This design comes from an exercise in tuning for small area and few clock cycles per item on the open sky130 flow, not from production work.
Where RTL was checked, it was by simulation tests only, not by an equivalence proof against the original.
Only the layout flow was run in run 4; the RTL was not checked for function there.

## flow/design.v (module list and top-level ports; edited modules follow where they fit)
// module fp_add: 84 lines
// module fp_1m: 66 lines
// module bk_add: 28 lines
// module fp_mul: 82 lines
// module mul24: 1905 lines
// module flanger_dp: 82 lines
module flanger_dp (
    input  wire        clk,
    input  wire        rst_n,
    input  wire        in_valid,
    output wire        in_ready,
    input  wire [31:0] tap_a,
    input  wire [31:0] tap_b,
    input  wire [31:0] frac,
    input  wire [31:0] dry,
    input  wire [31:0] feedback,
    input  wire [31:0] mix,
    output wire        out_valid,
    output wire [31:0] wet,
    output wire [31:0] out
);
  // ...
==> flow/flow/run.sh <==
#!/bin/bash
set -euo pipefail
cd "$(dirname "$0")/.."
RES=orfs/results/${FLOW_PLATFORM:-sky130hd}/flanger_dp/base

regs() { grep -oE 'sky130_fd_sc_hd__df[a-z0-9_]+ +[^ ]+' "$1" | sed 's/_[0-9]* / /' | sort; }

# 1. standard synthesis, kept for reference
bash standard.sh synth > synth_standard.log 2>&1
cp "$RES/1_2_yosys.v" standard_1_2_yosys.v
regs standard_1_2_yosys.v > regs_standard.txt

# 2. synthesis without the fine-grained abc pass
bash standard.sh clean_synth > clean_synth.log 2>&1
export SYNTH_OPERATIONS_ARGS=-noabc
if bash standard.sh synth > synth_noabc.log 2>&1; then
  regs "$RES/1_2_yosys.v" > regs_noabc.txt
else
  : > regs_noabc.txt
fi
if ! cmp -s regs_standard.txt regs_noabc.txt; then
  echo "registers differ from the standard synthesis: using the standard synthesis" | tee fallback.txt
  unset SYNTH_OPERATIONS_ARGS
  bash standard.sh clean_synth > clean_synth2.log 2>&1
  bash standard.sh synth > synth_standard2.log 2>&1
fi

# 3. the rest of the standard layout; the buffers abc put in are removed at
#    floorplan, and placement's repair_design buffers what needs it
export REMOVE_ABC_BUFFERS=1
# ports are buffered with the smallest buffer
export BUFFER_PORTS_ARGS="-buffer_cell sky130_fd_sc_hd__buf_1"
# clock tree: ORFS's default arguments, without dummy loads, with larger sink clusters
export CTS_ARGS="-sink_clustering_enable -repair_clock_nets -dont_use_dummy_load -sink_clustering_size 30 -sink_clustering_max_diameter 100"
bash standard.sh finish > layout.log 2>&1
==> flow/standard.sh <==
#!/bin/bash
# synth_recipe.tcl (not shown) runs the flow's synth.tcl, then flattens the netlist and writes it again
# the make line also repeats each setting of config.mk as NAME=value (left out here)
make -C /OpenROAD-flow-scripts/flow DESIGN_CONFIG=/design/flow/config.mk WORK_HOME=/design/flow/orfs CLKGATE_MAP_FILE= SYNTH_SCRIPT=/design/flow/synth_recipe.tcl "${@:-finish}"
==> flow/config.mk <==
export PLATFORM = sky130hd
export DESIGN_NAME = flanger_dp
export DESIGN_NICKNAME = flanger_dp
export VERILOG_FILES = /design/flow/design.v
export SDC_FILE = /design/flow/constraint.sdc
export NUM_CORES = 4
export LEC_CHECK = 0
export ABC_AREA = 1
export CAP_MARGIN = 30
export CORE_MARGIN = 2
export CORE_UTILIZATION = 38
export GPL_TIMING_DRIVEN = 0
export SLEW_MARGIN = 30
==> flow/constraint.sdc <==
create_clock -name core_clock -period 21.0 [get_ports {clk}]
set_input_delay 4.2000 -clock core_clock [delete_from_list [all_inputs] [get_ports {clk}]]
set_output_delay 4.2000 -clock core_clock [all_outputs]
set_load 0.01 [all_outputs]
==> notes.md, run 1 <==
- Largest cells by area after synthesis: fa_1, dfxtp_1, ha_1
- Chip width: approximately 570 um
- Mux cell area share after synthesis: 0.00878
- Worst clock skew: around 0.13 ns
- Nonclk buf count: 350
- Main combinational cell family by area after synthesis: adder cells
- Setup crit start: tap_a[9]
- Status: complete, no violations
- Crit-path leading delay family: simple AND/OR/NAND/NOR gates
- Commonest non-fill, non-tap cell in the layout: nand2_1
- FF+latch count: between 800 and 900
- CP Data Required Time: 21.61 ns
- Leading area contributor after synthesis: fa_1
- CP endpoint: s1_diff[27]
- Relative slew slack: 0.269
- Antenna violations before repair: 22
- Synth cell types: 80
- Residual DRC count: 0
- Hold Crit Start: s1_dry[8]
- Worst path depth: 101
- Non-Clock Inverter Count: approximately 2000
- Post-Synth Adder-Cell Area: 0.301
- Initial core utilization: 0.381
- Sequential area share after synthesis: 0.131
- F_max: 0.0513 GHz
- Startpoint types: input pin
- Crit path capture type: flip-flop
- DIE HEIGHT: between 500 and 600 um
- M3 GR Usage: 0.0323
- Setup CP Type: input pin to flip-flop
- Primary FF master, synth: dfxtp_1
- Core box area: 0.323 mm^2
- Multi-input combinational area share: 0.745
- Top cell class by occupied area: multi-input gates
- Design Area, Final: 0.130 mm^2
- Synth async-reset ratio: 0
Testbench counts, summed over its fixed seeds: cycles 16,048, items 16,000.
==> run 2, diff against run 1 <==
--- a/flow/design.v
+++ b/flow/design.v
@@ -2156,17 +2156,17 @@
     assign w927 = w836 ^ w837 ^ w334;
     assign w928 = (w836 & w837) | (w836 & w334) | (w837 & w334);
     assign w929 = w838 ^ w839 ^ w335;
     assign w930 = (w838 & w839) | (w838 & w335) | (w839 & w335);
     assign w931 = w840 ^ w312 ^ w336;
     assign w932 = (w840 & w312) | (w840 & w336) | (w312 & w336);
     wire [47:0] r0 = {w930, w928, w926, w924, w922, w920, w918, w916, w914, w912, w910, w908, w906, w904, w902, w900, w898, w896, w894, w892, w890, w888, w886, w884, w882, w880, w878, w876, w874, w872, w870, w868, w866, w864, w862, w860, w858, w856, w854, w852, w850, w848, w846, w844, w842, w841, w2, w1};
     wire [47:0] r1 = {w931, w929, w927, w925, w923, w921, w919, w917, w915, w913, w911, w909, w907, w905, w903, w901, w899, w897, w895, w893, w891, w889, w887, w885, w883, w881, w879, w877, w875, w873, w871, w869, w867, w865, w863, w861, w859, w857, w855, w853, w851, w849, w847, w845, w843, neg1, 1'b0, neg0};
-    assign p = r0 + r1;
+    bk_add #(48) u_cpa (.a(r0), .b(r1), .ci(1'b0), .s(p), .co());
 endmodule
 module flanger_dp (
     input  wire        clk,
     input  wire        rst_n,
     input  wire        in_valid,
     output wire        in_ready,
     input  wire [31:0] tap_a,
     input  wire [31:0] tap_b,
==> flow/run.sh (new file) <==
#!/bin/bash
# synth_recipe.tcl (not shown) runs the flow's synth.tcl, then flattens the netlist and writes it again
# the make line also repeats each setting of config.mk as NAME=value (left out here)
make -C /OpenROAD-flow-scripts/flow DESIGN_CONFIG=/design/flow/config.mk WORK_HOME=/design/flow/orfs CLKGATE_MAP_FILE= SYNTH_SCRIPT=/design/flow/synth_recipe.tcl finish
==> flow/config.mk (replaced) <==
export PLATFORM = sky130hd
export DESIGN_NAME = flanger_dp
export DESIGN_NICKNAME = flanger_dp
export VERILOG_FILES = /design/flow/design.v
export SDC_FILE = /design/flow/constraint.sdc
export NUM_CORES = 4
export LEC_CHECK = 0
export ABC_AREA = 1
export CAP_MARGIN = 30
export CORE_MARGIN = 2
export CORE_UTILIZATION = 45
export CTS_CLUSTER_DIAMETER = 100
export CTS_CLUSTER_SIZE = 25
export SLEW_MARGIN = 30
removed: flow/flow/run.sh
removed: flow/standard.sh
==> notes.md, run 2 <==
- TritonCTS clock tree: built (unchanged)
- Worst path max stage delay: 0.72 ns (was 0.64 ns)
- Sequential area share after synthesis: 0.127 (was 0.131)
- # setup viols final: 0 (unchanged)
- Hold Violations, Final: 0 (unchanged)
- Drt wl/cell: 20.7 um (was 20.3 um)
- Number of global-route vias before repair: 117000 (was 110000)
- R2R cell count: 93 (was 91)
- Synth Instances: 18300 (was 16800)
- R2r setup slk: 2.30 ns (was 1.87 ns)
- Relative slew slack: 0.343 (was 0.269)
- Setup CP Type: flip-flop to primary output (was input pin to flip-flop)
- Tcrit/Tclk final: 0.913 (was 0.928)
- Mean post-synth cell area: 6.95 um^2 (was 7.35 um^2)
- Crit path capture type: primary output (was flip-flop)
- Warnings, synthesis: 8 (was 7)
- Site Rows: 195 (was 209)
- Clock H-tree levels: 2 (unchanged)
- #FFs+latches synth: 806 (unchanged)
- Startpoint types: flip-flop (was input pin)
- Dpl cells: 21700 (was 20500)
- Synth async-reset ratio: 0 (unchanged)
- Leading area contributor after synthesis: fa_1 (unchanged)
- Largest net degree at the start of global routing: 118 (was 124)
- F_max: 0.0521 GHz (was 0.0513 GHz)
- Root buffer cell: clkbuf_16 (unchanged)
- TNS Setup: 0 ns (unchanged)
- Setup Fix Bufs, Post-CTS: 0 (unchanged)
- Fill count: 29200 (was 34000)
- Io pins: 261 (unchanged)
- DRT antenna net count: 0 (unchanged)
- Primary FF master, synth: dfxtp_1 (unchanged)
- Pins over their slew limit: 0 (unchanged)
- Nets: 20300 (was 18700)
- Most frequent cell after synthesis: nand2_1 (unchanged)
- Syn-to-layout area delta: 6.34% (was 5.37%)
- Chip width: 536 um (was 573 um)
- Initial core utilization: 0.452 (was 0.381)
- Most frequent cells in the layout: nand2_1, inv_1, o21ai_0 (unchanged)
- Antenna violations before repair: 19 (was 22)
- Die footprint: 0.288 mm^2 (was 0.329 mm^2)
- Cts repair resizes: 0 (was 3)
- Synth cell types: 99 (was 80)
- Clock-pin slew on the worst setup and hold paths: 0.10 ns (about the same)
- Critical-path top delay cell: dfxtp_1 (was inv_1)
- Max-cap violation count: 0 (unchanged)
- Total congestion overflow: 0 (unchanged)
- Hold-fix buffers, CTS: 0 (unchanged)
- RSZ-0062 raised after global routing: false (unchanged)
- CP Data Required Time: 16.80 ns (was 21.61 ns)
- Worst clock skew: 0.0972 ns (was 0.134 ns)
- Hold WS: 0.314 ns (was 0.261 ns)
- Core box area: 0.282 mm^2 (was 0.323 mm^2)
- Hold path depth: 0 (unchanged)
- Area of the multi-input gates: 0.0964 mm^2 (was 0.0967 mm^2)
- Vias post-DR: 122000 (was 115000)
- DR vias/cell: 5.61 (was 5.57)
- Slew @ Worst Pin: 0.985 ns (was 1.08 ns)
- Commonest non-fill, non-tap cell in the layout: nand2_1 (unchanged)
- Post-DP HPWL: 361000 um (was 328000 um)
- EDFF count, synth: 0 (unchanged)
- TritonRoute pass-1 iters: 6 (was 8)
- First-pass GRT wire length: 698000 um (was 645000 um)
- Status: complete, no violations (unchanged)
- Sink Count: 806 (unchanged)
- Residual DRC count: 0 (unchanged)
- Largest cells by area after synthesis: fa_1, dfxtp_1, nand2_1 (was fa_1, dfxtp_1, ha_1)
- Mapped Area: 0.128 mm^2 (was 0.123 mm^2)
- Post-Layout Cell Count: 21800 (was 20600)
- DIE HEIGHT: 536 um (was 573 um)
- Most frequent cell on the critical path: nand2_1 (unchanged)
- DRT Wirelength: 452000 um (was 418000 um)
- CP Max Fanout: 103 (was 114)
- I/O Buffers: 259 (unchanged)
- Layout cells sized above 1: 0.0471 (was 0.0444)
- Commonest cells in the synthesized netlist: nand2_1, inv_1, o21ai_0, xor2_1, fa_1 (unchanged)
- Num CTS Buffers: 55 (was 54)
- Core Util, Final: 0.481 (was 0.401)
- Post-layout min period: 19.18 ns (was 19.49 ns)
- Hold/Removal Path Class: flip-flop to flip-flop (unchanged)
- Worst skew pair latency: 0.81 ns (was 0.80 ns)
- CTS max path bufs: 3 (unchanged)
- Final Wtd Congestion: 1.01 (was 0.956)
- Worst path arrival time: 14.98 ns (was 20.10 ns)
- Flip-flop and latch area: 0.0161 mm^2 (was 0.0162 mm^2)
- Synth top area share: 0.180 (was 0.201)
- Initial DRC count: 12300 (was 10600)
- Tot GR Track Use: 0.308 (was 0.246)
-- run 2: path summary, 6_finish.rpt --
| kind | end | from |
|---|---|---|
| setup / recovery | out[29] | s6_wm[9] |
| hold / removal | s2_fb[25] | s1_fb[25] |
| setup reg to reg | s6_wm[29] | s5_wet[26] |
| hold reg to reg | s2_fb[25] | s1_fb[25] |
-- run 2: area by class of cell --
type	count	share of cell area
clock inverter	31	0.00478
timing repair buffer	566	0.0365
multi-input combinational	13600	0.711
sequential	806	0.119
clock buffer	56	0.0102
tap	3743	0.0345
antenna	13	0.000240
inverter	3013	0.0835
-- run 2: kinds of logic (layout without fill, tap and decap cells) --
logic type | count (synthesis) | in the layout | synth area share
DFF | 806 | 806 | 0.127
muxes | 74 | 74 | 0.00581
other | 1 | 14 | 0.0000294
xor gates and xnor gates | 1404 | 1404 | 0.0969
AOI/OAI and AO/OA | 3696 | 3696 | 0.167
and+or+nand+nor | 6369 | 6369 | 0.216
adders and majority gates | 2044 | 2044 | 0.268
buffers and inverters | 3944 | 3666 | 0.119
-- run 2: critical path: cells and delay by family, from the launching register on --
kind / cells / cell delay (ns)
xor+xnor: 2 / 0.65
flops: 1 / 0.72
fa+ha+maj: 8 / 1.86
simple gates: 55 / 6.01
buf+inv: 15 / 2.54
compound gates: 16 / 2.45
-- run 2: through the flow --
stage               cell area (um^2)  worst slack, ns
global route                  136000           0.0933
CTS                           135000             1.83
finish                        136000             1.82
global placement              133000             2.12
detailed placement            133000             1.98
floorplan                     128000             6.50
-- run 2: layer usage --
metal	part of all wire	vias to the layer above	track usage	routed length, um
met5	0.00016	-	0	71
met4	0.049	10	0.132	21900
met3	0.073	881	0.0399	33100
met2	0.44	5007	0.483	197000
met1	0.44	57500	0.424	200000
li1	-	59000	-	-
Testbench counts of run 2, summed over its fixed seeds: cycles 16,048, items 16,000.
==> run 3, diff against run 2 <==
==> flow/flow/run.sh (new file) <==
#!/bin/bash
# Own layout flow: the standard layout (standard.sh) with its standard
# synthesis, changed only in how buffers and the clock tree are made:
# - the buffers abc put in are removed at floorplan (REMOVE_ABC_BUFFERS), and
#   placement's repair_design buffers what needs it;
# - each port gets a buf_1 as its buffer;
# - the clock tree is built without dummy loads, with sink clusters of up to 25.
set -euo pipefail
cd "$(dirname "$0")/.."

bash standard.sh synth > synth.log 2>&1

export REMOVE_ABC_BUFFERS=1
export BUFFER_PORTS_ARGS="-buffer_cell sky130_fd_sc_hd__buf_1"
export CTS_ARGS="-sink_clustering_enable -repair_clock_nets -dont_use_dummy_load -sink_clustering_size 25 -sink_clustering_max_diameter 100"
bash standard.sh finish > layout.log 2>&1
==> flow/standard.sh (new file) <==
#!/bin/bash
# synth_recipe.tcl (not shown) runs the flow's synth.tcl, then flattens the netlist and writes it again
# the make line also repeats each setting of config.mk as NAME=value (left out here)
make -C /OpenROAD-flow-scripts/flow DESIGN_CONFIG=/design/flow/config.mk WORK_HOME=/design/flow/orfs CLKGATE_MAP_FILE= SYNTH_SCRIPT=/design/flow/synth_recipe.tcl "${@:-finish}"
--- a/flow/config.mk
+++ b/flow/config.mk
@@ -10,5 +10,4 @@
 export CORE_MARGIN = 2
 export CORE_UTILIZATION = 45
-export CTS_CLUSTER_DIAMETER = 100
-export CTS_CLUSTER_SIZE = 25
+export GPL_TIMING_DRIVEN = 0
 export SLEW_MARGIN = 30
removed: flow/run.sh
==> notes.md, run 3 <==
- I/O Buffers: 259 (unchanged)
- Commonest cells in the synthesized netlist: nand2_1, inv_1, o21ai_0, xor2_1, fa_1 (unchanged)
- Met1 Usage GRT: 0.405 (was 0.424)
- Largest net degree at the start of global routing: 118 (unchanged)
- Antenna violations before repair: 14 (was 19)
- Dpl cells: 21500 (was 21700)
- Hold Violations, Final: 0 (unchanged)
- Critical-path top delay cell: nand2_1 (was dfxtp_1)
- Total congestion overflow: 0 (unchanged)
- R2r setup slk: 1.88 ns (was 2.30 ns)
- Most frequent cells in the layout: nand2_1, inv_1, o21ai_0 (unchanged)
- CTS max path bufs: 3 (unchanged)
- Post-DP HPWL: 349000 um (was 361000 um)
- Synth Area in Simple Gates: 0.216 (unchanged)
- #FFs+latches synth: 806 (unchanged)
- Layout cells sized above 1: 0.0451 (was 0.0471)
- Num CTS Buffers: 52 (was 55)
- M3 GR Usage: 0.0415 (was 0.0399)
- Synth async-reset ratio: 0 (unchanged)
- Tcrit/Tclk final: 0.932 (was 0.913)
- DR vias/cell: 5.61 (about the same)
- DIE HEIGHT: 536 um (unchanged)
- Core box area: 0.282 mm^2 (unchanged)
- Hold path depth: 0 (unchanged)
- Warnings, synthesis: 8 (unchanged)
- Slew @ Worst Pin: 1.08 ns (was 0.985 ns)
- Leading area contributor after synthesis: fa_1 (unchanged)
- Number of global-route vias before repair: 115000 (was 117000)
- Pins over their slew limit: 0 (unchanged)
- Tot GR Track Use: 0.297 (was 0.308)
- Xor and xnor area share after synthesis: 0.0969 (unchanged)
- Sequential area share after synthesis: 0.127 (unchanged)
- Fill count: 29300 (was 29200)
- Drt wl/cell: 20.3 um (was 20.7 um)
- Reg-to-reg startpoint: s3_d[26] (was s5_wet[26])
- Main combinational cell family by area after synthesis: adder cells (unchanged)
- Grt peak-use layer: met2 (unchanged)
- Worst skew pair latency: 0.75 ns (was 0.81 ns)
- Startpoint types: flip-flop (unchanged)
- Critical R2R Capture: s4_dfb[24] (was s6_wm[29])
- Synth Area in Compound Gates: 0.167 (unchanged)
- CP Max Fanout: 39 (was 103)
- Root buffer cell: clkbuf_16 (unchanged)
- Syn-to-layout area delta: 5.08% (was 6.34%)
- Residual DRC count: 0 (unchanged)
- Io pins: 261 (unchanged)
- Worst clock skew: 0.0812 ns (was 0.0972 ns)
- Nets: 20100 (was 20300)
- Largest cells by area after synthesis: fa_1, dfxtp_1, nand2_1 (unchanged)
- Post-Synth Adder-Cell Area: 0.268 (unchanged)
- Clock H-tree levels: 2 (unchanged)
- Most frequent cell on the critical path: nand2_1 (unchanged)
- Initial DRC count: 11200 (was 12300)
- Hold Path Sink: s3_m[27] (was s2_fb[25])
- Mapped Area: 0.128 mm^2 (unchanged)
- Mux cell area share after synthesis: 0.00581 (unchanged)
- R2R cell count: 93 (unchanged)
- CP Data Required Time: 16.80 ns (about the same)
- Sink Count: 806 (unchanged)
- Hold Crit Start: s2_m[27] (was s1_fb[25])
- Grt met2 use: 0.465 (was 0.483)
- Post-Layout Cell Count: 21600 (was 21800)
- Most frequent cell after synthesis: nand2_1 (unchanged)
- First-pass GRT wire length: 675000 um (was 698000 um)
- Crit path capture type: primary output (unchanged)
- Synth cell types: 99 (unchanged)
- TritonRoute pass-1 iters: 8 (was 6)
- Primary FF master, synth: dfxtp_1 (unchanged)
- Hold-fix buffers, CTS: 0 (unchanged)
- Area of the multi-input gates: 0.0975 mm^2 (was 0.0964 mm^2)
- Synth top area share: 0.180 (unchanged)
- # setup viols final: 0 (unchanged)
- Status: complete, no violations (unchanged)
- Clock-pin slew on the worst setup and hold paths: 0.09 ns (was 0.10 ns)
- Relative slew slack: 0.282 (was 0.343)
- F_max: 0.0511 GHz (was 0.0521 GHz)
- Worst path max stage delay: 0.75 ns (was 0.72 ns)
- Mean post-synth cell area: 6.95 um^2 (unchanged)
- DRT Wirelength: 438000 um (was 452000 um)
- Hold/Removal Path Class: flip-flop to flip-flop (unchanged)
- DRT antenna net count: 0 (unchanged)
- Final Wtd Congestion: 1.00 (was 1.01)
- Chip width: 536 um (unchanged)
- Site Rows: 195 (unchanged)
- Initial core utilization: 0.452 (unchanged)
- Die footprint: 0.288 mm^2 (unchanged)
- Setup CP Type: flip-flop to primary output (unchanged)
- Max-cap violation count: 0 (unchanged)
- Synth Instances: 18300 (unchanged)
- Commonest non-fill, non-tap cell in the layout: nand2_1 (unchanged)
- EDFF count, synth: 0 (unchanged)
- Worst path arrival time: 15.37 ns (was 14.98 ns)
- TritonCTS clock tree: built (unchanged)
- RSZ-0062 raised after global routing: false (unchanged)
- Post-layout min period: 19.57 ns (was 19.18 ns)
- Flip-flop and latch area: 0.0161 mm^2 (about the same)
- Vias post-DR: 121000 (was 122000)
## run 3: cells by family after synthesis
| family | after synthesis |
|---|---|
| other | 1 |
| adders and majority gates | 2044 |
| muxes | 74 |
| DFF | 806 |
| AOI/OAI and AO/OA | 3696 |
| xor gates and xnor gates | 1404 |
| and+or+nand+nor | 6369 |
| buffers and inverters | 3944 |
## run 3: cell type report
class	instances	area share
Antenna cell	8	0.000149
Clock buffer	52	0.00971
Inverter	3013	0.0848
Multi-Input combinational cell	13600	0.728
Sequential cell	806	0.120
Tap cell	3743	0.0350
Timing Repair Buffer	356	0.0218
Timing Repair inverter	4	0.000149
## run 3: stage by stage
stage / TNS [ns] / hold WS, ns / setup WS, ns / area (um^2) / utilization
finish: 0 / 0.260 / 1.43 / 134000 / 0.475
global route: 0 / 0.250 / 0.0307 / 134000 / 0.475
CTS: 0 / 0.251 / 0.663 / 134000 / 0.474
detailed placement: 0 / 0.312 / 0.716 / 132000 / 0.469
global placement: -352.80 / 0.310 / -4.54 / 129000 / 0.458
floorplan: 0 / 0.310 / 1.39 / 124000 / -
## run 3: worst max-delay path, delay by kind of cell (launching register included)
kind	cells	cell delay (ns)
simple gates	38	5.35
compound gates	15	3.62
fa+ha+maj	9	2.32
xor+xnor	2	0.86
buf+inv	12	2.03
flops	1	0.38
## run 3: how the worst max path moves through the flow
stage	to	from	cells after the start
2_1_floorplan	s6_wm[28]	s5_wet[26]	90
3_3_place_gp	s6_wm[28]	s5_wet[26]	90
3_5_place_dp	s6_wm[29]	s5_wet[26]	93
4_1_cts	s6_wm[29]	s5_wet[24]	93
5_1_grt	s4_dfb[25]	s3_d[26]	98
6_report	out[28]	s6_dom[5]	76
## run 3: layer usage
| layer | routed length [um] | vias to the layer above | part of all wire |
|---|---|---|---|
| met3 | 31200 | 836 | 0.071 |
| met2 | 192000 | 4592 | 0.44 |
| met4 | 21400 | 18 | 0.049 |
| met5 | 104 | - | 0.00024 |
| li1 | - | 58600 | - |
| met1 | 194000 | 56900 | 0.44 |
## run 3: timing repair
item	CTS	global route
gates resized for setup	0	32
hold endpoints to repair	0	0
buffers inserted	0	4
endpoints found under the setup margin	0	86
==> module fp_add, before the edit <==
module fp_add (
    input  wire [31:0] a,
    input  wire [31:0] b,
    input  wire        sub,
    output reg  [31:0] y
);
    wire        sa = a[31];
    wire        sb = b[31] ^ sub;
    wire [7:0]  ea = a[30:23];
    wire [7:0]  eb = b[30:23];
    wire a_em = (ea == 8'hFF);
    wire b_em = (eb == 8'hFF);
    wire a_fz = (a[22:0] == 23'd0);
    wire b_fz = (b[22:0] == 23'd0);
    wire a_nan = a_em & ~a_fz;
    wire b_nan = b_em & ~b_fz;
    wire a_inf = a_em & a_fz;
    wire b_inf = b_em & b_fz;
    wire        a_ge;
    wire [30:0] cmp_s;
    bk_add #(31) u_cmp (.a(a[30:0]), .b(~b[30:0]), .ci(1'b1), .s(cmp_s), .co(a_ge));
    wire        sx = a_ge ? sa : sb;
    wire [30:0] x  = a_ge ? a[30:0] : b[30:0];
    wire [30:0] z  = a_ge ? b[30:0] : a[30:0];
    wire        x_ez = (x[30:23] == 8'h00);
    wire        z_ez = (z[30:23] == 8'h00);
    wire [7:0]  ex_eff = {x[30:24], x[23] | x_ez};
    wire [7:0]  ez_eff = {z[30:24], z[23] | z_ez};
    wire [7:0]  d   = ex_eff - ez_eff;
    wire        big = (d[7:5] != 3'd0);
    wire [25:0] a0  = big ? 26'd0 : {~z_ez, z[22:0], 2'b00};
    wire        t0  = big & ~(z_ez & (z[22:0] == 23'd0));
    wire [25:0] a1  = d[4] ? {16'd0, a0[25:16]} : a0;
    wire        t1  = t0 | (d[4] & (a0[15:0] != 16'd0));
    wire [25:0] a2  = d[3] ? {8'd0, a1[25:8]} : a1;
    wire        t2  = t1 | (d[3] & (a1[7:0] != 8'd0));
    wire [25:0] a3  = d[2] ? {4'd0, a2[25:4]} : a2;
    wire        t3  = t2 | (d[2] & (a2[3:0] != 4'd0));
    wire [25:0] a4  = d[1] ? {2'd0, a3[25:2]} : a3;
    wire        t4  = t3 | (d[1] & (a3[1:0] != 2'd0));
    wire [25:0] a5  = d[0] ? {1'd0, a4[25:1]} : a4;
    wire        t5  = t4 | (d[0] & a4[0]);
    wire [26:0] al  = {a5, t5};
    wire        eff_sub = sa ^ sb;
    wire [27:0] sum;
    bk_add #(28) u_sum (.a({1'b0, ~x_ez, x[22:0], 3'b000}), .b({1'b0, al} ^ {28{eff_sub}}), .ci(eff_sub), .s(sum), .co());
    wire [7:0]  lim = ex_eff;
    reg  [27:0] mark;
    integer i;
    always @* begin
        for (i = 0; i < 28; i = i + 1)
            mark[i] = (lim == 27 - i);
    end
    wire [27:0] t = sum | mark;
    reg  [4:0]  lz;
    always @* begin
        lz = 5'd0;
        for (i = 0; i < 28; i = i + 1)
            if (t[i]) lz = 5'd27 - i[4:0];
    end
    wire [27:0] sl = sum << lz;
    wire [26:0] sn = {sl[27:2], sl[1] | sl[0]};
    wire [7:0]  en = ex_eff + 8'd1 - {3'b000, lz};
    wire        rnd = sn[2] & (sn[1] | sn[0] | sn[3]);
    wire [7:0]  efield = sn[26] ? en : 8'd0;
    wire [30:0] mag;
    bk_add #(31) u_rnd (.a({efield, sn[25:3]}), .b(31'd0), .ci(rnd), .s(mag), .co());
    wire        ovf  = sum[27] & (x[30:23] == 8'hFE);
    wire        zero = (sum == 28'd0);
    always @* begin
        if (a_nan || b_nan || (a_inf && b_inf && (sa != sb)))
            y = 32'h7FC00000;
        else if (a_inf)
            y = {sa, 8'hFF, 23'd0};
        else if (b_inf)
            y = {sb, 8'hFF, 23'd0};
        else if (zero)
            y = {sa & sb, 31'd0};
        else if (ovf)
            y = {sx, 8'hFF, 23'd0};
        else
            y = {sx, mag};
    end
endmodule
==> module fp_mul, before the edit <==
module fp_mul #(
    parameter B_NORMAL = 0
) (
    input  wire [31:0] a,
    input  wire [31:0] b,
    output reg  [31:0] y
);
    wire        s  = a[31] ^ b[31];
    wire [7:0]  ea = a[30:23];
    wire [7:0]  eb = b[30:23];
    wire [22:0] fa = a[22:0];
    wire [22:0] fb = b[22:0];
    wire a_ez = (ea == 8'h00);
    wire b_ez = (eb == 8'h00);
    wire a_em = (ea == 8'hFF);
    wire b_em = (eb == 8'hFF);
    wire a_fz = (fa == 23'd0);
    wire b_fz = (fb == 23'd0);
    wire a_nan  = a_em & ~a_fz;
    wire b_nan  = b_em & ~b_fz;
    wire a_inf  = a_em & a_fz;
    wire b_inf  = b_em & b_fz;
    wire a_zero = a_ez & a_fz;
    wire b_zero = b_ez & b_fz;
    wire [23:0] mx = B_NORMAL ? {~a_ez, fa} : (a_ez ? {1'b0, fa} : {~b_ez, fb});
    wire [23:0] my = {1'b1, (B_NORMAL || a_ez) ? fb : fa};
    wire [4:0]  lz;
    wire [23:0] n0 = mx;
    assign lz[4] = (n0[23:8] == 16'd0);
    wire [23:0] n1 = lz[4] ? {n0[7:0], 16'd0} : n0;
    assign lz[3] = (n1[23:16] == 8'd0);
    wire [23:0] n2 = lz[3] ? {n1[15:0], 8'd0} : n1;
    assign lz[2] = (n2[23:20] == 4'd0);
    wire [23:0] n3 = lz[2] ? {n2[19:0], 4'd0} : n2;
    assign lz[1] = (n3[23:22] == 2'd0);
    wire [23:0] n4 = lz[1] ? {n3[21:0], 2'd0} : n3;
    assign lz[0] = ~n4[23];
    wire [23:0] n5 = lz[0] ? {n4[22:0], 1'b0} : n4;
    wire [23:0] mxn = {1'b1, n5[22:0]};
    wire [47:0] p;
    mul24 u_mul (.a(mxn), .b(my), .p(p));
    wire [9:0] e0 = {2'b00, ea[7:1], ea[0] | a_ez} + {2'b00, eb[7:1], eb[0] | b_ez}
                  - {5'd0, lz} - 10'd127;
    wire       e0_neg = e0[9];
    wire       e0_pos = ~e0_neg & (e0 != 10'd0);             
    wire       e0_zero = (e0 == 10'd0);
    wire [9:0] e0_p1 = e0 + 10'd1;
    wire [9:0] shn = 10'd1 - e0;                               
    wire [4:0] shc = (shn[9:5] != 5'd0) ? 5'd31 : shn[4:0];
    wire       p47  = p[47];
    wire       norm = e0_pos | (e0_zero & p47);
    wire [9:0] e    = p47 ? e0_p1 : e0;
    wire       e_ovf = ~e0_neg & (e[8] | (e[7:0] == 8'hFF));
    wire [4:0]  k = e0_pos ? {4'd0, p47} : shc;
    wire [25:0] u = p[47:22];
    wire [25:0] us = u >> k;
    reg  [25:0] mask;
    integer i;
    always @* begin
        for (i = 0; i < 26; i = i + 1)
            mask[i] = (i < k);
    end
    wire        st  = (|p[21:0]) | (|(u & mask));
    wire [23:0] m   = us[24:1];
    wire        g   = us[0];
    wire        rnd = g & (st | m[0]);
    wire [7:0]  efield = norm ? e[7:0] : 8'd0;
    wire [30:0] mag;
    bk_add #(31) u_rnd (.a({efield, m[22:0]}), .b(31'd0), .ci(rnd), .s(mag), .co());
    always @* begin
        if (a_nan || b_nan || (a_inf && b_zero) || (b_inf && a_zero))
            y = 32'h7FC00000;
        else if (a_inf || b_inf)
            y = {s, 8'hFF, 23'd0};
        else if (a_zero || b_zero || (a_ez && b_ez))
            y = {s, 31'd0};
        else if (e_ovf)
            y = {s, 8'hFF, 23'd0};
        else
            y = {s, mag};
    end
endmodule
==> module flanger_dp, before the edit <==
module flanger_dp (
    input  wire        clk,
    input  wire        rst_n,
    input  wire        in_valid,
    output wire        in_ready,
    input  wire [31:0] tap_a,
    input  wire [31:0] tap_b,
    input  wire [31:0] frac,
    input  wire [31:0] dry,
    input  wire [31:0] feedback,
    input  wire [31:0] mix,
    output wire        out_valid,
    output wire [31:0] wet,
    output wire [31:0] out
);
    assign in_ready = 1'b1;
    reg [6:1] v;
    always @(posedge clk) begin
        if (!rst_n) v <= 6'd0;
        else        v <= {v[5:1], in_valid};
    end
    wire [31:0] diff_ba;
    fp_add u_sub_ba (.a(tap_b), .b(tap_a), .sub(1'b1), .y(diff_ba));
    reg [31:0] s1_a, s1_fr, s1_diff, s1_dry, s1_fb, s1_m;
    always @(posedge clk) begin
        s1_a    <= tap_a;
        s1_fr   <= frac;
        s1_diff <= diff_ba;
        s1_dry  <= dry;
        s1_fb   <= feedback;
        s1_m    <= mix;
    end
    wire [31:0] fr_diff;
    fp_mul u_mul_fr (.a(s1_fr), .b(s1_diff), .y(fr_diff));
    reg [31:0] s2_a, s2_frd, s2_dry, s2_fb, s2_m;
    always @(posedge clk) begin
        s2_a   <= s1_a;
        s2_frd <= fr_diff;
        s2_dry <= s1_dry;
        s2_fb  <= s1_fb;
        s2_m   <= s1_m;
    end
    wire [31:0] delayed;
    fp_add u_add_d (.a(s2_a), .b(s2_frd), .sub(1'b0), .y(delayed));
    reg [31:0] s3_d, s3_dry, s3_fb, s3_m;
    always @(posedge clk) begin
        s3_d   <= delayed;
        s3_dry <= s2_dry;
        s3_fb  <= s2_fb;
        s3_m   <= s2_m;
    end
    wire [31:0] d_fb, one_m;
    fp_mul u_mul_fb (.a(s3_d), .b(s3_fb), .y(d_fb));
    fp_1m  u_sub_1m (.m(s3_m), .y(one_m));
    reg [31:0] s4_dfb, s4_dry, s4_m, s4_om;
    always @(posedge clk) begin
        s4_dfb <= d_fb;
        s4_dry <= s3_dry;
        s4_m   <= s3_m;
        s4_om  <= one_m;
    end
    wire [31:0] wet_w, dry_om;
    fp_add u_add_w  (.a(s4_dry), .b(s4_dfb), .sub(1'b0), .y(wet_w));
    fp_mul #(.B_NORMAL(1)) u_mul_dr (.a(s4_dry), .b(s4_om), .y(dry_om));
    reg [31:0] s5_wet, s5_m, s5_dom;
    always @(posedge clk) begin
        s5_wet <= wet_w;
        s5_m   <= s4_m;
        s5_dom <= dry_om;
    end
    wire [31:0] wet_m;
    fp_mul u_mul_wm (.a(s5_wet), .b(s5_m), .y(wet_m));
    reg [31:0] s6_wet, s6_wm, s6_dom;
    always @(posedge clk) begin
        s6_wet <= s5_wet;
        s6_wm  <= wet_m;
        s6_dom <= s5_dom;
    end
    fp_add u_add_o (.a(s6_wm), .b(s6_dom), .sub(1'b0), .y(out));
    assign out_valid = v[6];
    assign wet       = s6_wet;
endmodule
==> run 4, diff against run 3 <==
==> flow/design.v (replaced) <==
module fp_add (
    input  wire [31:0] a,
    input  wire [31:0] b,
    input  wire        sub,
    output reg  [31:0] y
);
    wire        sa = a[31];
    wire        sb = b[31] ^ sub;
    wire [7:0]  ea = a[30:23];
    wire [7:0]  eb = b[30:23];
    wire [22:0] fa = a[22:0];
    wire [22:0] fb = b[22:0];
    wire a_nan = (ea == 8'hFF) && (fa != 23'd0);
    wire b_nan = (eb == 8'hFF) && (fb != 23'd0);
    wire a_inf = (ea == 8'hFF) && (fa == 23'd0);
    wire b_inf = (eb == 8'hFF) && (fb == 23'd0);
    wire        a_ge = a[30:0] >= b[30:0];
    wire        sx = a_ge ? sa : sb;
    wire        sz = a_ge ? sb : sa;
    wire [7:0]  ex = a_ge ? ea : eb;
    wire [7:0]  ez = a_ge ? eb : ea;
    wire [22:0] fx = a_ge ? fa : fb;
    wire [22:0] fz = a_ge ? fb : fa;
    wire [7:0]  ex_eff = (ex == 8'h00) ? 8'd1 : ex;
    wire [7:0]  ez_eff = (ez == 8'h00) ? 8'd1 : ez;
    wire [23:0] mx = {ex != 8'h00, fx};
    wire [23:0] mz = {ez != 8'h00, fz};
    wire [7:0]  d   = ex_eff - ez_eff;
    wire [4:0]  dd  = (d > 8'd30) ? 5'd30 : d[4:0];
    wire [56:0] ext = {mz, 3'b000, 30'd0} >> dd;
    wire [26:0] al  = {ext[56:31], ext[30] | (|ext[29:0])};
    wire [26:0] xe  = {mx, 3'b000};
    wire        eff_sub = sx ^ sz;
    wire [27:0] sum = eff_sub ? ({1'b0, xe} - {1'b0, al}) : ({1'b0, xe} + {1'b0, al});
    reg [4:0] lz;
    integer i;
    always @* begin
        lz = 5'd27;
        for (i = 0; i < 27; i = i + 1)
            if (sum[i]) lz = 5'd26 - i[4:0];
    end
    wire [7:0]  lim = ex_eff - 8'd1;
    wire [7:0]  nsh = ({3'b000, lz} < lim) ? {3'b000, lz} : lim;
    reg  [26:0] sn;
    reg  [8:0]  en;
    always @* begin
        if (sum[27]) begin
            sn = {sum[27:2], sum[1] | sum[0]};
            en = {1'b0, ex_eff} + 9'd1;
        end else begin
            sn = sum[26:0] << nsh;
            en = {1'b0, ex_eff} - {1'b0, nsh};
        end
    end
    wire [23:0] m   = sn[26:3];
    wire        g   = sn[2];
    wire        r   = sn[1];
    wire        st  = sn[0];
    wire        rnd = g & (r | st | m[0]);
    wire [7:0]  efield = sn[26] ? en[7:0] : 8'd0;
    wire [30:0] mag    = {efield, m[22:0]} + {30'd0, rnd};
    always @* begin
        if (a_nan || b_nan || (a_inf && b_inf && (sa != sb)))
            y = 32'h7FC00000;
        else if (a_inf)
            y = {sa, 8'hFF, 23'd0};
        else if (b_inf)
            y = {sb, 8'hFF, 23'd0};
        else if (sum == 28'd0)
            y = {sa & sb, 31'd0};
        else if (en >= 9'd255)
            y = {sx, 8'hFF, 23'd0};
        else
            y = {sx, mag};
    end
endmodule
module fp_mul (
    input  wire [31:0] a,
    input  wire [31:0] b,
    output reg  [31:0] y
);
    wire        sa = a[31];
    wire        sb = b[31];
    wire [7:0]  ea = a[30:23];
    wire [7:0]  eb = b[30:23];
    wire [22:0] fa = a[22:0];
    wire [22:0] fb = b[22:0];
    wire        s  = sa ^ sb;
    wire a_nan  = (ea == 8'hFF) && (fa != 23'd0);
    wire b_nan  = (eb == 8'hFF) && (fb != 23'd0);
    wire a_inf  = (ea == 8'hFF) && (fa == 23'd0);
    wire b_inf  = (eb == 8'hFF) && (fb == 23'd0);
    wire a_zero = (ea == 8'h00) && (fa == 23'd0);
    wire b_zero = (eb == 8'h00) && (fb == 23'd0);
    wire [23:0] ma = {ea != 8'h00, fa};
    wire [23:0] mb = {eb != 8'h00, fb};
    wire [7:0]  ea_eff = (ea == 8'h00) ? 8'd1 : ea;
    wire [7:0]  eb_eff = (eb == 8'h00) ? 8'd1 : eb;
    wire [47:0] p = ma * mb;
    reg [5:0] lz;
    integer i;
    always @* begin
        lz = 6'd48;
        for (i = 0; i < 48; i = i + 1)
            if (p[i]) lz = 6'd47 - i[5:0];
    end
    wire [47:0] pn = p << lz;
    wire signed [10:0] e = $signed({3'b000, ea_eff}) + $signed({3'b000, eb_eff})
                         - 11'sd126 - $signed({5'b00000, lz});
    wire signed [10:0] sh_s = 11'sd1 - e;
    wire [5:0]  sh = (e >= 11'sd1) ? 6'd0 :
                     (sh_s > 11'sd50) ? 6'd50 : sh_s[5:0];
    wire [95:0] ext = {pn, 48'd0} >> sh;
    wire [47:0] q   = ext[95:48];
    wire        st_lo = |ext[47:0];
    wire [23:0] m   = q[47:24];
    wire        g   = q[23];
    wire        st  = (|q[22:0]) | st_lo;
    wire        rnd = g & (st | m[0]);
    wire [7:0]  efield = (e >= 11'sd1) ? e[7:0] : 8'd0;
    wire [30:0] mag    = {efield, m[22:0]} + {30'd0, rnd};
    always @* begin
        if (a_nan || b_nan || (a_inf && b_zero) || (b_inf && a_zero))
            y = 32'h7FC00000;
        else if (a_inf || b_inf)
            y = {s, 8'hFF, 23'd0};
        else if (a_zero || b_zero)
            y = {s, 31'd0};
        else if (e >= 11'sd255)
            y = {s, 8'hFF, 23'd0};
        else
            y = {s, mag};
    end
endmodule
module flanger_dp (
    input  wire        clk,
    input  wire        rst_n,
    input  wire        in_valid,
    output wire        in_ready,
    input  wire [31:0] tap_a,
    input  wire [31:0] tap_b,
    input  wire [31:0] frac,
    input  wire [31:0] dry,
    input  wire [31:0] feedback,
    input  wire [31:0] mix,
    output wire        out_valid,
    output wire [31:0] wet,
    output wire [31:0] out
);
    localparam [31:0] ONE = 32'h3F800000;
    assign in_ready = 1'b1;
    reg [7:1] v;
    always @(posedge clk) begin
        if (!rst_n) v <= 7'd0;
        else        v <= {v[6:1], in_valid};
    end
    wire [31:0] diff_ba, one_m;
    fp_add u_sub_ba (.a(tap_b), .b(tap_a), .sub(1'b1), .y(diff_ba));
    fp_add u_sub_1m (.a(ONE),   .b(mix),   .sub(1'b1), .y(one_m));
    reg [31:0] s1_a, s1_fr, s1_diff, s1_dry, s1_fb, s1_m, s1_om;
    always @(posedge clk) begin
        s1_a    <= tap_a;
        s1_fr   <= frac;
        s1_diff <= diff_ba;
        s1_dry  <= dry;
        s1_fb   <= feedback;
        s1_m    <= mix;
        s1_om   <= one_m;
    end
    wire [31:0] fr_diff, dry_om;
    fp_mul u_mul_fr (.a(s1_fr),  .b(s1_diff), .y(fr_diff));
    fp_mul u_mul_dr (.a(s1_dry), .b(s1_om),   .y(dry_om));
    reg [31:0] s2_a, s2_frd, s2_dry, s2_fb, s2_m, s2_dom;
    always @(posedge clk) begin
        s2_a   <= s1_a;
        s2_frd <= fr_diff;
        s2_dry <= s1_dry;
        s2_fb  <= s1_fb;
        s2_m   <= s1_m;
        s2_dom <= dry_om;
    end
    wire [31:0] delayed;
    fp_add u_add_d (.a(s2_a), .b(s2_frd), .sub(1'b0), .y(delayed));
    reg [31:0] s3_d, s3_dry, s3_fb, s3_m, s3_dom;
    always @(posedge clk) begin
        s3_d   <= delayed;
        s3_dry <= s2_dry;
        s3_fb  <= s2_fb;
        s3_m   <= s2_m;
        s3_dom <= s2_dom;
    end
    wire [31:0] d_fb;
    fp_mul u_mul_fb (.a(s3_d), .b(s3_fb), .y(d_fb));
    reg [31:0] s4_dfb, s4_dry, s4_m, s4_dom;
    always @(posedge clk) begin
        s4_dfb <= d_fb;
        s4_dry <= s3_dry;
        s4_m   <= s3_m;
        s4_dom <= s3_dom;
    end
    wire [31:0] wet_w;
    fp_add u_add_w (.a(s4_dry), .b(s4_dfb), .sub(1'b0), .y(wet_w));
    reg [31:0] s5_wet, s5_m, s5_dom;
    always @(posedge clk) begin
        s5_wet <= wet_w;
        s5_m   <= s4_m;
        s5_dom <= s4_dom;
    end
    wire [31:0] wet_m;
    fp_mul u_mul_wm (.a(s5_wet), .b(s5_m), .y(wet_m));
    reg [31:0] s6_wet, s6_wm, s6_dom;
    always @(posedge clk) begin
        s6_wet <= s5_wet;
        s6_wm  <= wet_m;
        s6_dom <= s5_dom;
    end
    wire [31:0] out_w;
    fp_add u_add_o (.a(s6_wm), .b(s6_dom), .sub(1'b0), .y(out_w));
    reg [31:0] s7_wet, s7_out;
    always @(posedge clk) begin
        s7_wet <= s6_wet;
        s7_out <= out_w;
    end
    assign out_valid = v[7];
    assign wet       = s7_wet;
    assign out       = s7_out;
endmodule
==> flow/run.sh (new file) <==
#!/bin/bash
# synth_recipe.tcl (not shown) runs the flow's synth.tcl, then flattens the netlist and writes it again
# the make line also repeats each setting of config.mk as NAME=value (left out here)
make -C /OpenROAD-flow-scripts/flow DESIGN_CONFIG=/design/flow/config.mk WORK_HOME=/design/flow/orfs CLKGATE_MAP_FILE= SYNTH_SCRIPT=/design/flow/synth_recipe.tcl finish
==> flow/config.mk (replaced) <==
export PLATFORM = sky130hd
export DESIGN_NAME = flanger_dp
export DESIGN_NICKNAME = flanger_dp
export VERILOG_FILES = /design/flow/design.v
export SDC_FILE = /design/flow/constraint.sdc
export NUM_CORES = 4
export LEC_CHECK = 0
export CAP_MARGIN = 20
export CORE_MARGIN = 2
export CORE_UTILIZATION = 30
export SLEW_MARGIN = 20
removed: flow/flow/run.sh
removed: flow/standard.sh
==> notes.md, run 4 <==
- Status: complete, no violations (unchanged)
- Site Rows: 290 (was 195)
- Worst skew pair latency: 1.00 ns (was 0.75 ns)
- Io pins: 261 (unchanged)
- Buf+Inv Stages, Crit Path: 12 (unchanged)
- Mean post-synth cell area: 7.64 um^2 (was 6.95 um^2)
- Chip width: 795 um (was 536 um)
- Pins over their slew limit: 0 (unchanged)
- DIE HEIGHT: 795 um (was 536 um)
- Crit path capture type: flip-flop (was primary output)
- DRT Wirelength: 729000 um (was 438000 um)
- Sequential area share after synthesis: 0.103 (was 0.127)
- Setup Fix Bufs, Post-CTS: 0 (unchanged)
- Initial core utilization: 0.301 (was 0.452)
- First-pass GRT wire length: 1120000 um (was 675000 um)
- Most frequent cell after synthesis: nand2_1 (unchanged)
- DR vias/cell: 5.73 (was 5.61)
- Most frequent cells in the layout: nand2_1, inv_1, fa_1 (was nand2_1, inv_1, o21ai_0)
- Commonest non-fill, non-tap cell in the layout: nand2_1 (unchanged)
- CP Max Fanout: 20 (was 39)
- Clock-pin slew on the worst setup and hold paths: 0.06 ns (was 0.09 ns)
- Primary FF master, synth: dfxtp_1 (unchanged)
- Cts repair resizes: 0 (unchanged)
- Worst clock skew: 0.132 ns (was 0.0812 ns)
- Hold-fix buffers, CTS: 0 (unchanged)
- # setup viols final: 0 (unchanged)
- Antenna violations before repair: 45 (was 14)
- Hold/Removal Path Class: flip-flop to flip-flop (unchanged)
- Hold WS: 0.256 ns (was 0.260 ns)
- Syn-to-layout area delta: 9.59% (was 5.08%)
- Synth cell types: 150 (was 99)
- Worst path arrival time: 20.58 ns (was 15.37 ns)
- Tcrit/Tclk final: 0.940 (was 0.932)
- DRT antenna net count: 0 (unchanged)
- Total congestion overflow: 0 (unchanged)
- Max-cap violation count: 0 (unchanged)
- Synth top area share: 0.208 (was 0.180)
- Mapped Area: 0.188 mm^2 (was 0.128 mm^2)
- F_max: 0.0506 GHz (was 0.0511 GHz)
- Startpoint types: input pin (was flip-flop)
- Sink Count: 967 (was 806)
- Commonest cells in the synthesized netlist: nand2_1, inv_1, fa_1, nor2_1, a21oi_1 (was nand2_1, inv_1, o21ai_0, xor2_1, fa_1)
- Clock H-tree levels: 3 (was 2)
- Nets: 27700 (was 20100)
- Initial DRC count: 19600 (was 11200)
- Setup CP Type: input pin to flip-flop (was flip-flop to primary output)
- Warnings, synthesis: 3 (was 8)
- #FFs+latches synth: 967 (was 806)
- TritonCTS clock tree: built (unchanged)
- Relative slew slack: 0.171 (was 0.282)
- Drt wl/cell: 22.3 um (was 20.3 um)
- Synth async-reset ratio: 0 (unchanged)
- Tot GR Track Use: 0.222 (was 0.297)
- Reg-to-reg startpoint: s4_dfb[2] (was s3_d[26])
- Post-layout min period: 19.75 ns (was 19.57 ns)
- Setup crit start: tap_a[20] (was s6_dom[5])
- I/O Buffers: 259 (unchanged)
- Vias post-DR: 188000 (was 121000)
- TNS Setup: 0 ns (unchanged)
- Leading area contributor after synthesis: fa_1 (unchanged)
- Slew @ Worst Pin: 1.24 ns (was 1.08 ns)
- Die footprint: 0.633 mm^2 (was 0.288 mm^2)
- Num CTS Buffers: 122 (was 52)
- Post-DP HPWL: 569000 um (was 349000 um)
- Core box area: 0.624 mm^2 (was 0.282 mm^2)
- EDFF count, synth: 0 (unchanged)
- CP Data Required Time: 21.84 ns (was 16.80 ns)
- Crit-path leading delay family: compound AO/OA/AOI/OAI gates (was simple AND/OR/NAND/NOR gates)
- RSZ-0062 raised after global routing: false (unchanged)
- Synth Instances: 24600 (was 18300)
- Residual DRC count: 0 (unchanged)
- Largest cells by area after synthesis: fa_1, dfxtp_1, ha_1 (was fa_1, dfxtp_1, nand2_1)
- Largest net degree at the start of global routing: 87 (was 118)
- Final Wtd Congestion: 1.00 (about the same)
- CTS max path bufs: 4 (was 3)
- Root buffer cell: clkbuf_16 (unchanged)
- Critical-path top delay cell: clkdlybuf4s50_1 (was nand2_1)
- Number of global-route vias before repair: 185000 (was 115000)
- Worst path max stage delay: 0.62 ns (was 0.75 ns)
- Hold Violations, Final: 0 (unchanged)
- Hold Crit Start: s2_dry[3] (was s2_m[27])
- TritonRoute pass-1 iters: 10 (was 8)
- Layout cells sized above 1: 0.0658 (was 0.0451)
run 4: routing by layer:
layer | GRT usage | share of wire | up-vias
met4 | 0.0824 | 0.043 | 26
li1 | - | - | 85200
met5 | 0 | 0.00025 | -
met3 | 0.0351 | 0.081 | 1661
met2 | 0.357 | 0.45 | 8518
met1 | 0.300 | 0.43 | 92400
run 4: final timing paths:
| check | slack, ns | to | cells past startpoint |
|---|---|---|---|
| setup reg to reg | 1.33 | s5_wet[29] | 68 |
| hold / removal | 0.26 | s3_dry[3] | 0 |
| setup / recovery | 1.25 | s1_diff[20] | 74 |
| hold reg to reg | 0.26 | s3_dry[3] | 0 |
run 4: stage by stage:
stage / area (um^2) / cells / setup slack (ns) / util
after floorplan: 188000 / 24600 / 1.62 / -
after global placement: 201000 / 32500 / 0.538 / 0.323
after detailed placement: 201000 / 32500 / 0.635 / 0.323
after CTS: 206000 / 32700 / 1.52 / 0.330
after global routing: 206000 / 32700 / 0.143 / 0.330
final: 206000 / 32800 / 1.25 / 0.330
run 4: logic make-up (layout without fill, tap and decap cells):
logic type / Yosys count / after routing / share of synthesized area
AND/OR/NAND/NOR: 8791 / 8791 / 0.228
flip-flops: 967 / 967 / 0.103
XOR/XNOR: 631 / 631 / 0.0295
multiplexers: 642 / 642 / 0.0372
adder cells (fa/ha/maj): 3223 / 3223 / 0.293
other: 1 / 25 / 0.0000200
buffers and inverters: 4218 / 4048 / 0.0864
AO/OA/AOI/OAI: 6112 / 6112 / 0.223
run 4: cell type report:
| type | count | area [um^2] |
|---|---|---|
| Antenna cell | 22 | 55.1 |
| Timing Repair Buffer | 1061 | 8650 |
| Sequential cell | 967 | 19400 |
| Multi-Input combinational cell | 19400 | 153000 |
| Clock buffer | 147 | 3280 |
| Clock inverter | 76 | 1180 |
| Inverter | 2764 | 10400 |
| Tap cell | 8322 | 10400 |
| Fill cell | 66200 | 418000 |
run 4: worst register-to-register path: cells and delay by family, from the launching register on:
| family | cells | cell delay (ns) |
|---|---|---|
| and+or+nand+nor | 23 | 5.93 |
| AOI/OAI and AO/OA | 30 | 8.67 |
| xor gates and xnor gates | 1 | 0.12 |
| muxes | 3 | 0.96 |
| DFF | 1 | 0.54 |
| adders and majority gates | 6 | 1.99 |
| buffers and inverters | 5 | 1.39 |

-- afterwards: timing with drivers on the ports --
The flow's constraints put no driver on any port. The routed layouts listed below were extracted and timed again, unchanged, in two steps. Step 1: set_driving_cell puts a clkbuf_16 on clk and a buf_2 on each other input, an assumption about the parent block. Step 2 moves the port delays by t, midway between the first and last clock arrival at a register: inputs arrive t later, outputs are due t later. That takes back most of the time a late clock gives input paths. Slacks: ideal ports / drivers / drivers and shift; pairs: ideal ports / drivers.
| run | shift t [ns] | setup slack, ns | worst hold slack (ns) | worst setup path after step 2 | worst slew at a driven data input, ns |
|---|---|---|---|---|---|
| run 1 | 0.804 | 1.507 / 1.494 / 0.777 | 0.261 / 0.261 / 0.261 | input to register | 0.11 |
| run 2 | 0.856 | 1.820 / 1.723 / 2.296 | 0.314 / 0.314 / 0.314 | register to register | 0.08 |
| run 3 | 0.804 | 1.427 / 1.329 / 1.882 | 0.260 / 0.260 / 0.260 | register to register | 0.11 |
| run 4 | 1.058 | 1.252 / 1.328 / 0.287 | 0.256 / 0.256 / 0.256 | input to register | 0.31 |
After both steps every run listed still meets setup and hold. The setup slack of run 4, which loses most, moves by +0.076 ns with the drivers and by -0.965 ns with both steps.
